What follows belongs to an exercise in optimizing a design on an open flow for small area, a short achievable clock period and few clock cycles; a production flow would make more cautious choices. Only simulation tests tie the RTL to the original design; equivalence was not proved. Power is estimated from default activity; no workload was simulated.

## west
Design flash_prog, start of the top module:
module flash_prog (
    input             clk,
    input             rst,
    input      [7:0]  rx_data,
    input             rx_valid,
    output            rx_ready,
    output reg [7:0]  tx_data,
    output reg        tx_valid,
    input             tx_ready,
    output            bus_req,
    output            bus_we,
    output     [20:0] bus_addr,
    output     [31:0] bus_wdata,
    input             bus_ack,
    input      [31:0] bus_rdata,
    output            handed_off
);
    localparam S_IDLE  = 5'd0,  S_MASK  = 5'd1,  S_FLD   = 5'd2,  S_PEV   = 5'd3,
               S_LEV   = 5'd4,  S_WCTRL = 5'd5,  S_RACK  = 5'd6,  S_RD    = 5'd7,
               S_UL1   = 5'd8,  S_UL2   = 5'd9,  S_CMD   = 5'd10, S_SECT  = 5'd11,
               S_BOOT  = 5'd12, S_IDM   = 5'd13, S_IDD   = 5'd14, S_IDX   = 5'd15,
               S_IDO   = 5'd16, S_A0    = 5'd17, S_DATA  = 5'd18, S_POLL0 = 5'd19,
               S_POLL  = 5'd20, S_VER   = 5'd21, S_BEX1  = 5'd22, S_BEX2  = 5'd23,
               S_FIN   = 5'd25, S_HAND  = 5'd26;
    localparam O_ID = 3'd0, O_CE = 3'd1, O_ER = 3'd2, O_WR = 3'd3, O_RD = 3'd4,
               O_S1 = 3'd5;
    reg [4:0]  state;
    reg [2:0]  op;
    reg        second;      
    reg        pb;          
    reg        fld_len;     
    reg        family_b;
    reg [3:0]  chip_mask;
    reg        verify_en;
    reg [21:0] a;
    reg        phi;         
    reg        plo;         
    reg [23:0] N;
    wire [13:0] E = N[13:0];
    reg [1:0]  nb;          
    reg [31:0] W;
    reg        wv;          
    reg        lastin;      
    reg [31:0] P;
    reg [2:0]  rcnt;        
    reg        rid;         
    reg [3:0]  fail;
    wire hold = (rcnt != 3'd0);
    wire slotfree = !tx_valid || tx_ready;
    reg [7:0] cmd_byte;
    always @(*) begin
        case (op)
            O_ID:    cmd_byte = 8'h90;
            O_CE:    cmd_byte = second ? 8'h10 : 8'h80;
            O_ER:    cmd_byte = 8'h80;
            default: cmd_byte = pb ? 8'h20 : 8'hA0;
        endcase
    end
    flash_seq u_seq (
        .state(state), .op_id(op == O_ID), .family_b(family_b), .mask(chip_mask),
        .cmd_byte(cmd_byte), .boot_idx(nb), .a(a), .word(W), .word_ok(wv),
  ...
Size: about 1400 cells after synthesis, roughly 150 flip-flops, ~110 I/O pins, ~0.011 mm2 of cells after synthesis.
clock: 8.0 ns
lec_check: 0
cap_margin: 20
core_margin: 2
core_utilization: 40
slew_margin: 20
run.sh (not shown) runs the stock make flow with config.mk's settings and CLKGATE_MAP_FILE= SYNTH_SCRIPT=/design/flow/synth_recipe.tcl, a recipe that flattens the netlist after the stock synthesis.
Testbench counts of west, summed over its fixed seeds: cycles 58,371.
Edits applied to the flow inputs when going from west to east:
Settings: an added SETUP_SLACK_MARGIN of 4.5.
### Flow results
Going from west to east, non-clock buffer count grows by about 130%. Of east and west, the run reporting the lower buffering overhead was west. west → east: utilization after layout rose 10 points; slack of the worst reg-to-reg path went up 800 ps; clock buffer count now sits lower.

* * *

Another version of the RTL of flash_prog (not shown whole).
Size in the first run: roughly 110 I/O pins.
==> flow/config.mk <==
export PLATFORM = sky130hd
export DESIGN_NAME = flash_prog
export DESIGN_NICKNAME = flash_prog
export VERILOG_FILES = /design/flow/design.v
export SDC_FILE = /design/flow/constraint.sdc
export NUM_CORES = 4
export LEC_CHECK = 0
export CAP_MARGIN = 20
export CORE_MARGIN = 2
export CORE_UTILIZATION = 40
export SETUP_SLACK_MARGIN = 4.5
export SLEW_MARGIN = 20
==> flow/constraint.sdc <==
create_clock -name core_clock -period 8.0 [get_ports {clk}]
set_input_delay 1.6000 -clock core_clock [delete_from_list [all_inputs] [get_ports {clk}]]
set_output_delay 1.6000 -clock core_clock [all_outputs]
set_load 0.01 [all_outputs]
standard.sh (not shown) runs the stock make flow with config.mk's settings and CLKGATE_MAP_FILE= SYNTH_SCRIPT=/design/flow/synth_recipe.tcl, a recipe that flattens the netlist after the stock synthesis.
==> flow/flow/run.sh <==
#!/bin/bash
# The standard layout (standard.sh: the standard flow's own ORFS make flow, unchanged synthesis), with the
# ports buffered by plain buffers instead of the delay buffers buffer_ports picks by default.
set -euo pipefail
bash standard.sh "BUFFER_PORTS_ARGS=-buffer_cell sky130_fd_sc_hd__buf_1" finish > standard.log 2>&1
The starting point passed the timing, design-rule and antenna checks.
Testbench counts at the start, summed over its fixed seeds: cycles 58,432.
Rerun with:
--- a/flow/config.mk
+++ b/flow/config.mk
@@ -10,3 +10,3 @@
 export CORE_UTILIZATION = 40
-export SETUP_SLACK_MARGIN = 4.5
+export SETUP_SLACK_MARGIN = 4.4
 export SLEW_MARGIN = 20
Clock power is higher by about 0.9%; via count decreases by 0.55%; die area does not change; register-to-register slack improved by 90 ps; total power climbs by 0.31%; setup slack gets worse by 110 ps; fmax shrinks by 3.1%; synthesized area stays the same; core utilization is lower by 0.21 points; final area is lower by 0.46%; final cell count is about the same.
Rerun with:
--- a/flow/flow/run.sh
+++ b/flow/flow/run.sh
@@ -4,2 +4,2 @@
 set -euo pipefail
-bash standard.sh "BUFFER_PORTS_ARGS=-buffer_cell sky130_fd_sc_hd__buf_1" finish > standard.log 2>&1
+bash standard.sh "BUFFER_PORTS_ARGS=-buffer_cell sky130_fd_sc_hd__buf_2" finish > standard.log 2>&1
--- a/flow/config.mk
+++ b/flow/config.mk
@@ -10,3 +10,3 @@
 export CORE_UTILIZATION = 40
-export SETUP_SLACK_MARGIN = 4.4
+export SETUP_SLACK_MARGIN = 4.5
 export SLEW_MARGIN = 20
=>
- The changed run finished clean
- worst setup slack gains 120 ps
- flip-flop and latch count is unchanged
- critical path depth drops by 1
- clock-buffer cell count climbs by 3
- maximum frequency climbs by 3.5%
- synthesized area stays the same
- first-iteration DRC count drops by 12%
- final area climbs by 1.4%
- core utilization climbs by 0.65 points
- via count is about the same
Rerun with:
--- a/flow/flow/run.sh
+++ b/flow/flow/run.sh
@@ -4,2 +4,2 @@
 set -euo pipefail
-bash standard.sh "BUFFER_PORTS_ARGS=-buffer_cell sky130_fd_sc_hd__buf_2" finish > standard.log 2>&1
+bash standard.sh "BUFFER_PORTS_ARGS=-buffer_cell sky130_fd_sc_hd__buf_1" finish > standard.log 2>&1
--- a/flow/config.mk
+++ b/flow/config.mk
@@ -10,2 +10,4 @@
 export CORE_UTILIZATION = 40
+export CTS_CLUSTER_DIAMETER = 300
+export CTS_CLUSTER_SIZE = 60
 export SETUP_SLACK_MARGIN = 4.5
The new run finished clean; die area stays the same; global-route usage went down by 0.26 points; routed wire length went up by 0.68%.
Rerun with:
--- a/flow/flow/run.sh
+++ b/flow/flow/run.sh
@@ -4,2 +4,2 @@
 set -euo pipefail
-bash standard.sh "BUFFER_PORTS_ARGS=-buffer_cell sky130_fd_sc_hd__buf_1" finish > standard.log 2>&1
+bash standard.sh "BUFFER_PORTS_ARGS=-buffer_cell sky130_fd_sc_hd__buf_2" finish > standard.log 2>&1
--- a/flow/config.mk
+++ b/flow/config.mk
@@ -10,5 +10,3 @@
 export CORE_UTILIZATION = 40
-export CTS_CLUSTER_DIAMETER = 300
-export CTS_CLUSTER_SIZE = 60
-export SETUP_SLACK_MARGIN = 4.5
+export SETUP_SLACK_MARGIN = 4.0
 export SLEW_MARGIN = 20
Worst hold slack stays flat.
Count of clock-buffer cells in the layout drops by 1.
Clock power drops by about 2%.
Core utilization drops by 0.41 points.
Fmax drops by 12%.

[re-timing with driven ports]
The results above use ideal ports. As a check the final layouts listed here were re-extracted and re-timed, cells and wires unchanged. Step 1 assumes that a clkbuf_16 drives the clock port and a buf_2 every other input. Step 2, shift: input delay + t, output delay - t, t = (earliest + latest rising clock arrival at the registers) / 2. This alone moves slack from input paths to output paths. Slacks: no drivers / after step 1 / after step 2; pairs: no drivers / after step 1.
| run | t, ns | slack for setup (ns) | latest minus earliest clock arrival (ns) | slew at the worst register clock pin (ns) | pins driven straight from the clock port |
|---|---|---|---|---|---|
| west | 0.503 | 2.637 / 2.587 / 2.909 | 0.016 / 0.016 | 0.09 / 0.09 | 1 |
| east | 0.479 | 4.102 / 4.052 / 4.001 | 0.018 / 0.018 | 0.08 / 0.08 | 1 |
| the first run of note 2 | 0.490 | 4.544 / 4.493 / 4.083 | 0.020 / 0.019 | 0.09 / 0.09 | 1 |
| the second run of note 2 | 0.491 | 4.435 / 4.384 / 3.979 | 0.015 / 0.015 | 0.08 / 0.08 | 1 |
| the third run of note 2 | 0.499 | 4.556 / 4.511 / 4.083 | 0.019 / 0.019 | 0.09 / 0.09 | 1 |
| the fourth run of note 2 | 0.490 | 4.544 / 4.493 / 4.083 | 0.020 / 0.019 | 0.09 / 0.09 | 1 |
| the fifth run of note 2 | 0.499 | 4.076 / 4.024 / 3.603 | 0.014 / 0.013 | 0.08 / 0.08 | 1 |
After both steps setup and hold are still met in every run listed.
